Context: an optimization exercise on an open-source flow, tuned for small area, a short achievable clock period and few clock cycles per item. The choices shown serve that exercise and are no tape-out recipe.
Only simulation tests tie the RTL to the original design; equivalence was not proved.
No activity file was given, so power comes from the tool's default toggle rates.

## crsf_framer
module crsf_framer (
    input  wire       clk,
    input  wire       rst,         
    input  wire       in_valid,
    input  wire [7:0] in_data,
    output wire       in_ready,
    output wire       out_valid,
    output wire [7:0] out_data,
    output wire       out_last,
    input  wire       out_ready
);
    localparam [1:0] M_SEEK  = 2'd0,    
                     M_HSYNC = 2'd1,    
                     M_CAND  = 2'd2;    
    function automatic [7:0] crc8_step(input [7:0] r, input [7:0] d);
        integer k;
        reg [7:0] c;
        begin
            c = r ^ d;
            for (k = 0; k < 8; k = k + 1)
                c = c[7] ? ((c << 1) ^ 8'hD5) : (c << 1);
            crc8_step = c;
        end
    endfunction
    function automatic is_sync(input [7:0] b);
        is_sync = (b == 8'hC8) || (b == 8'hEA) || (b == 8'hEC) || (b == 8'hEE);
    endfunction
    function automatic len_ok(input [7:0] b);
        len_ok = (b[7:6] == 2'b00) && (b[5:1] != 5'd0) && (b[5:0] != 6'd63);
    endfunction
    reg [7:0] mem [0:63];
    reg  [7:0] ir;
    reg        ir_v;
    reg        in_rdy;
    reg  [6:0] wr;
    always @(posedge clk)
        ir <= in_data;
    always @(posedge clk)
        if (ir_v)
            mem[wr[5:0]] <= ir;
    reg  [6:0] ra;                 
    reg  [6:0] rp;                 
    reg  [7:0] rd;
    reg        rd_v;
    reg        ra_live;            
    wire       grant_r;
    wire [7:0] pdat;               
    wire       avail   = ra_live ? ir_v : (grant_r && !fl);
    always @(posedge clk) begin
  ...
clock: 8.0 ns
lec_check: 0
abc_clock_period_in_ps: 3000
cap_margin: 20
core_margin: 2
core_utilization: 40
cts_cluster_diameter: 100
cts_cluster_size: 25
setup_slack_margin: 5
slew_margin: 20
run.sh (not shown) runs the stock make flow with config.mk's settings and CLKGATE_MAP_FILE= SYNTH_SCRIPT=/design/flow/synth_recipe.tcl, a recipe that flattens the netlist after the stock synthesis.
The starting point completed with no timing, DRC or antenna violations.
Testbench counts at the start, summed over its fixed seeds: cycles 33,860, bytes 32,000.
Edit:
==> flow/flow/run.sh (new file) <==
#!/bin/bash
# The standard ORFS flow (the standard.sh, synthesis unchanged) with two
# changes to how the layout is made:
#   - port buffers use a regular buffer cell (buf_4) instead of a delay cell;
#   - timing repair aims for a setup slack of MARGIN ns at the fixed clock.
# The make output goes to flow_make.log; ORFS keeps each step's log under orfs/logs.
set -euo pipefail
MARGIN=5.4
sed "s/SETUP_SLACK_MARGIN=[0-9.]*/SETUP_SLACK_MARGIN=${MARGIN}/" standard.sh > standard_margin.sh
export BUFFER_PORTS_ARGS="-buffer_cell sky130_fd_sc_hd__buf_4"
bash standard_margin.sh > flow_make.log 2>&1
==> flow/standard.sh (new file) <==
#!/bin/bash
# synth_recipe.tcl (not shown) runs the flow's synth.tcl, then flattens the netlist and writes it again
# the make line also repeats each setting of config.mk as NAME=value (left out here)
make -C /OpenROAD-flow-scripts/flow DESIGN_CONFIG=/design/flow/config.mk WORK_HOME=/design/flow/orfs CLKGATE_MAP_FILE= SYNTH_SCRIPT=/design/flow/synth_recipe.tcl "${@:-finish}"
removed: flow/run.sh
=>
- cell count came out higher by 1.3%
- wire length goes up by 3.1%
- non-clock buffer count increases by 34
- worst setup slack improves by 0.29 ns
- flip-flop and latch count stays the same
- clock skew rose by 0.021 ns
- utilization is higher by 1.3 points
- die area does not change
- global-route usage rose by 0.27 points

* * *

== run 1 ==
Another version of the RTL of crsf_framer (not shown whole).
For scale: about 1,700 cells after synthesis, about 650 flip-flops, roughly 23 I/O pins, ~28,000 um^2 of cells after synthesis.
make LEC_CHECK=0 ABC_CLOCK_PERIOD_IN_PS=3000 CAP_MARGIN=20 CORE_MARGIN=2 CORE_UTILIZATION=40 CTS_CLUSTER_DIAMETER=100 CTS_CLUSTER_SIZE=30 SETUP_SLACK_MARGIN=5 SLEW_MARGIN=20 finish   # period 8.0 ns
Stock flow here: none of the scripts above is used.
Run 1 | stages: all done | timing, DRC, antenna: all pass
Testbench counts of run 1, summed over its fixed seeds: cycles 33,742, bytes 32,000.
Input-level comparison between run 2 and run 1:
# run 1
export LEC_CHECK = 0
export ABC_CLOCK_PERIOD_IN_PS = 3000
export CAP_MARGIN = 20
export CORE_MARGIN = 2
export CORE_UTILIZATION = 40
export CTS_CLUSTER_DIAMETER = 100
export CTS_CLUSTER_SIZE = 30
export SETUP_SLACK_MARGIN = 5
export SLEW_MARGIN = 20
create_clock -name core_clock -period 8.0 [get_ports {clk}]
# run 2
export LEC_CHECK = 0
export ABC_CLOCK_PERIOD_IN_PS = 3000
export CAP_MARGIN = 20
export CORE_MARGIN = 2
export CORE_UTILIZATION = 40
export SETUP_SLACK_MARGIN = 5
export SLEW_MARGIN = 20
create_clock -name core_clock -period 8.0 [get_ports {clk}]
Findings:
In the metrics for run 2 and run 1, the one carrying the higher fmax is run 1.
Run 1 → run 2: fraction of standard cell area in multi-input logic went down, first-iteration DRC count fell 0.51%, sequential power level.
Setup slack | run 2 below run 1
Run 2 has completed all stages; timing, DRC and antenna checks passed.
Taking run 1 as the reference, in run 2 core utilization of the finished layout climbed 2.1 points; initial antenna violation count comparable; count of clock-buffer cells in the layout now larger.
The following lists how run 3 was set up differently from run 2:
==> flow/flow/run.sh (new file) <==
#!/bin/bash
# The standard ORFS flow (the standard.sh, synthesis unchanged) with two
# changes to how the layout is made:
#   - port buffers use a regular buffer cell (buf_4) instead of a delay cell;
#   - timing repair aims for a setup slack of MARGIN ns at the fixed clock.
# The make output goes to flow_make.log; ORFS keeps each step's log under orfs/logs.
set -euo pipefail
MARGIN=5.3
sed "s/SETUP_SLACK_MARGIN=[0-9.]*/SETUP_SLACK_MARGIN=${MARGIN}/" standard.sh > standard_margin.sh
export BUFFER_PORTS_ARGS="-buffer_cell sky130_fd_sc_hd__buf_4"
bash standard_margin.sh > flow_make.log 2>&1
==> flow/standard.sh (new file) <==
#!/bin/bash
# synth_recipe.tcl (not shown) runs the flow's synth.tcl, then flattens the netlist and writes it again
# the make line also repeats each setting of config.mk as NAME=value (left out here)
make -C /OpenROAD-flow-scripts/flow DESIGN_CONFIG=/design/flow/config.mk WORK_HOME=/design/flow/orfs CLKGATE_MAP_FILE= SYNTH_SCRIPT=/design/flow/synth_recipe.tcl "${@:-finish}"
removed: flow/run.sh
### Flow results
Fmax | run 3 vs run 2 | run 3 faster
Cmp run 3 vs run 2: design area higher in run 3
Relative to run 2, the worst hold slack of run 3 is higher by 0.012 ns.
Measured against each other, run 2 and run 3 differ in setup slack of the critical path after layout, the higher figure coming from run 3.
Combinational power of run 3 exceeds that of run 2 by more than 10%.
Summary of the comparison: power per standard cell area is higher in run 3, relative to run 2.
Of run 2 and run 3, run 3 shows the higher layout buffer count excluding clock buffers, with run 2 below it.
Via count deteriorates in run 3 relative to run 2.
Diff run 3..run 2 | post-synthesis sequential area ratio | unchanged

re-timing with driven ports:
Ports are ideal in the flow. The routed layouts listed here were re-timed in OpenROAD. Step 1, drivers: a clkbuf_16 drives clk and a buf_2 each remaining input, both assumed. Step 2 adds t to the input delays and takes it off the output delays; t is the mean of the earliest and latest rising clock arrival at the registers after step 1. Input paths then give back, and output paths get back, about the clock's delay inside the block. a / b / c = no drivers / after step 1 / after step 2; a / b = the first two.
| run | shift t [ns] | slack for setup (ns) | hold slack, ns | latest minus earliest clock arrival (ns) | worst register clock-pin slew, ns |
|---|---|---|---|---|---|
| the first run of note 1 | 0.701 | 4.996 / 4.990 / 4.399 | 0.407 / 0.407 / 0.407 | 0.029 / 0.029 | 0.11 / 0.11 |
| the second run of note 1 | 0.643 | 5.284 / 5.219 / 4.863 | 0.401 / 0.401 / 0.401 | 0.046 / 0.047 | 0.10 / 0.10 |
| run 1 | 0.676 | 4.872 / 4.872 / 4.508 | 0.410 / 0.410 / 0.410 | 0.057 / 0.057 | 0.12 / 0.12 |
| run 2 | 0.663 | 4.831 / 4.831 / 4.517 | 0.404 / 0.404 / 0.404 | 0.025 / 0.026 | 0.06 / 0.06 |
| run 3 | 0.653 | 4.869 / 4.869 / 4.869 | 0.416 / 0.416 / 0.416 | 0.024 / 0.024 | 0.07 / 0.07 |
After both steps every run listed still meets setup and hold. For the first run of note 1, which loses most, drivers alone change the setup slack by -0.006 ns; drivers and shift together by -0.597 ns.
